Context: an optimization exercise on an open-source flow, tuned for small area, a short achievable clock period and few clock cycles. The choices shown serve that exercise and are no tape-out recipe.
RTL that was checked went through simulation tests only; none was proved equivalent to the original.

Setup of trial 35:
==> flow/design.v (excerpt) <==
module pdk_engine (
    input  wire        clk,
    input  wire        rst,
    output wire [9:0]  imem_addr,
    input  wire [15:0] imem_rdata,
    output reg         io_we,
    output reg  [3:0]  io_waddr,
    output wire [7:0]  io_wdata,
    output reg         halted,
    output reg  [2:0]  fault_code,
    output reg         fault_write,
    output wire [15:0] fault_info,
    output wire [15:0] pc_o,
    output wire [15:0] acc_o,
    output wire [7:0]  sp_o,
    output wire [7:0]  flags_o,
    output wire [31:0] cycles_o
);
Settings: LEC_CHECK=0, CAP_MARGIN=20, CORE_MARGIN=2, CORE_UTILIZATION=55, CTS_CLUSTER_DIAMETER=100, CTS_CLUSTER_SIZE=30, PLACE_DENSITY=0.7, SETUP_SLACK_MARGIN=5, SLEW_MARGIN=20; clock period 8.0 ns.
run.sh (not shown) runs the stock make flow with config.mk's settings and CLKGATE_MAP_FILE= SYNTH_SCRIPT=/design/flow/synth_recipe.tcl, a recipe that flattens the netlist after the stock synthesis.
Trial 35: done, clean on timing, DRC and antenna
Edits applied to the flow inputs when going from trial 35 to trial 89:
diff --git a/flow/design.v b/flow/design.v
--- a/flow/design.v
+++ b/flow/design.v
@@ -29,13 +29,12 @@
     reg [9:0]   fa;       
     reg         rv;       
     reg [15:0]  acc;
     reg [31:0]  ticks;
     reg [7:0]   spm1;     
     reg [5:0]   ra;       
-    reg [5:0]   wa;       
     reg         rst_q;    
     reg [511:0] dm;       
     reg [127:0] io;       
     reg d_ill, d_dbad, d_iobad, d_sfault;
     reg sp_push_bad, sp_pop_bad, sp_call_bad, sp_ret_bad;
     wire [7:0] sp    = io[23:16];
@@ -49,13 +48,12 @@
     assign fault_info = ir;
     assign io_wdata   = acc[7:0];
     wire [15:0] w    = imem_rdata;
     wire [3:0]  wop  = w[15:12];
     wire        whi0 = (w[11:8] == 4'd0);
     wire        wlo0 = (w[7:0] == 8'd0);
-    wire        w_sta = (wop == 4'h2);
     wire        w_lda = (wop == 4'h3);
     wire        w_legal = (wop <= 4'h5) && whi0 && (wop != 4'h0 || wlo0) ||
                           (wop == 4'h8) || (wop == 4'h9) ||
                           (wop >= 4'h6 && wop <= 4'hC) && whi0 && wlo0;
     wire        w_dbad  = (wop == 4'h2 || wop == 4'h3) && whi0 && (w[7:6] != 2'd0);
     wire        w_iobad = (wop == 4'h4 || wop == 4'h5) && whi0 && (w[7:4] != 4'd0);
@@ -80,28 +78,25 @@
     wire ex    = irv && !halted;
     wire exk   = ex && irk;                   
     wire ex2   = ex && !irk && uop2;          
     wire ex1   = ex && !irk && !uop2;         
     wire go1   = ex1 && !fault;               
     wire accz  = (acc == 16'd0);
-    wire skip  = ex1 && is_skz && accz;
+    wire skip  = go1 && is_skz && accz;
     wire [15:0] next  = pc + 16'd1;
     wire [7:0]  dm_rdata = dm[8*ra +: 8];
     wire        dm_we    = ex1 && (is_sta || is_push || is_call) || ex2 && is_call;
-    wire [5:0]  dm_waddr = wa;
+    wire [5:0]  dm_waddr = is_sta ? a[5:0] : sp[5:0];
     wire [7:0]  dm_wdata = is_call ? (uop2 ? next[15:8] : next[7:0]) : acc[7:0];
     wire [7:0]  dm_wd    = rst_q ? 8'd0 : dm_wdata;
     wire [7:0]  io_rdata = io[8*a[3:0] +: 8];
     wire        io_wr    = go1 && is_out;
     wire        sp_wr    = io_wr && a[3:0] == 4'd2;
     wire        sp_inc   = go1 && (is_push || is_call) || ex2 && is_call;
     wire        sp_dec   = go1 && (is_pop || is_ret) || ex2 && is_ret;
-    wire        sp_wr_x  = ex1 && is_out && a[3:0] == 4'd2;
-    wire        sp_inc_x = ex1 && (is_push || is_call) || ex2 && is_call;
-    wire        sp_dec_x = ex1 && (is_pop || is_ret) || ex2 && is_ret;
-    wire done  = exk || ex1 && !(is_jmp || is_call || is_ret) || ex2 && !is_ret;
+    wire done  = exk || go1 && !(is_jmp || is_call || is_ret) || ex2 && !is_ret;
     wire load  = !halted && (!irv || done);
     wire redir = load && rv && !skip && (wop == 4'h8 || wop == 4'h9);
     genvar g;
     generate
         for (g = 0; g < 64; g = g + 1) begin : g_dm
             always @(posedge clk)
@@ -137,13 +132,12 @@
             fa          <= 10'd0;
             rv          <= 1'b0;
             acc         <= 16'd0;
             ticks       <= 32'd0;
             spm1        <= 8'hFF;
             ra          <= 6'h3F;
-            wa          <= 6'h00;
             sp_push_bad <= 1'b0;
             sp_pop_bad  <= 1'b1;
             sp_call_bad <= 1'b0;
             sp_ret_bad  <= 1'b1;
             halted      <= 1'b0;
             io_we       <= 1'b0;
@@ -160,43 +154,33 @@
                                d_dbad   ? F_DATA :
                                d_iobad  ? F_IO : F_STACK;
                 fault_write <= !f_insn && d_dbad && is_sta;
             end
             if (load ? w_lda : is_lda)
                 ra <= load ? w[5:0] : a[5:0];
-            else if (sp_wr_x)
+            else if (sp_wr)
                 ra <= acc[5:0] - 6'd1;
-            else if (sp_inc_x)
+            else if (sp_inc)
                 ra <= sp[5:0];
-            else if (sp_dec_x)
+            else if (sp_dec)
                 ra <= spm1[5:0] - 6'd1;
             else
                 ra <= spm1[5:0];
-            if (load ? w_sta : is_sta)
-                wa <= load ? w[5:0] : a[5:0];
-            else if (sp_wr_x)
-                wa <= acc[5:0];
-            else if (sp_inc_x)
-                wa <= sp[5:0] + 6'd1;
-            else if (sp_dec_x)
-                wa <= spm1[5:0];
-            else
-                wa <= sp[5:0];
-            if (sp_wr_x) begin
+            if (sp_wr) begin
                 spm1        <= acc[7:0] - 8'd1;
                 sp_push_bad <= acc[7:0] >= 8'd63;
                 sp_pop_bad  <= acc[7:0] == 8'd0 || acc[7:0] >= 8'd65;
                 sp_call_bad <= acc[7:0] >= 8'd62;
                 sp_ret_bad  <= acc[7:0] < 8'd2 || acc[7:0] >= 8'd65;
-            end else if (sp_inc_x) begin
+            end else if (sp_inc) begin
                 spm1        <= sp;
                 sp_push_bad <= sp >= 8'd62;
                 sp_pop_bad  <= sp >= 8'd64;
                 sp_call_bad <= sp >= 8'd61;
                 sp_ret_bad  <= sp == 8'd0 || sp >= 8'd64;
-            end else if (sp_dec_x) begin
+            end else if (sp_dec) begin
                 spm1        <= spm1 - 8'd1;
                 sp_push_bad <= spm1 >= 8'd63;
                 sp_pop_bad  <= spm1 == 8'd0 || spm1 >= 8'd65;
                 sp_call_bad <= spm1 >= 8'd62;
                 sp_ret_bad  <= spm1 < 8'd2 || spm1 >= 8'd65;
             end
@@ -215,13 +199,13 @@
                     acc <= {8'd0, dm_rdata};
                 if (is_in)
                     acc <= {8'd0, io_rdata};
                 if (is_dec)
                     acc <= acc - 16'd1;
             end
-            if (ex1 && (is_jmp || is_call || is_ret))
+            if (go1 && (is_jmp || is_call || is_ret))
                 uop2 <= 1'b1;
             else if (ex2)
                 uop2 <= 1'b0;
             if (load) begin
                 irv <= rv;
                 irk <= skip;
Notes after the runs:
- Every run (trial 89 and trial 35) finished clean.
- For trial 35, the slowest cell on the critical path was sky130_fd_sc_hd__a221o_2, unlike trial 89, where it was sky130_fd_sc_hd__edfxtp_1.
- [compare] base=trial 35 new=trial 89: largest fanout on the critical path fell by 4, mean instance size in the synthesized netlist rose by about 8%, final-layout worst hold slack rose by 10 ps.
- On post-route worst setup slack, trial 89 does better than trial 35.
- Comparing trial 89 with trial 35, the setup slack of the most critical reg-to-reg path came out essentially unchanged.
Testbench counts of trial 89, summed over its fixed seeds: cycles 43,778.
The RTL of trial 35 was laid out without a check of its function.

## separate check: timing with driven ports
No port has a modelled driver above. Below, the same layouts with a new extraction and two added sets of constraints.
Step 1: set_driving_cell puts a clkbuf_16 on clk and a buf_2 on each other input, an assumption about the parent block.
Step 2 adds t to the input delays and takes it off the output delays; t is the mean of the earliest and latest rising clock arrival at the registers after step 1. Input paths then give back, and output paths get back, about the clock's delay inside the block.
a / b / c = no drivers / after step 1 / after step 2; a / b = the first two.
| run | t (ns) | slack for setup (ns) | worst hold slack (ns) | latest minus earliest clock arrival (ns) | pins driven straight from the clock port |
|---|---|---|---|---|---|
| trial 35 | 0.697 | 4.927 / 4.927 / 4.278 | 0.451 / 0.451 / 0.451 | 0.036 / 0.036 | 1 |
| trial 89 | 0.710 | 4.937 / 4.892 / 4.351 | 0.461 / 0.461 / 0.461 | 0.023 / 0.023 | 1 |
After both steps setup and hold are still met in every run listed. For trial 35, which loses most, drivers alone change the setup slack by 0.000 ns; drivers and shift together by -0.649 ns.
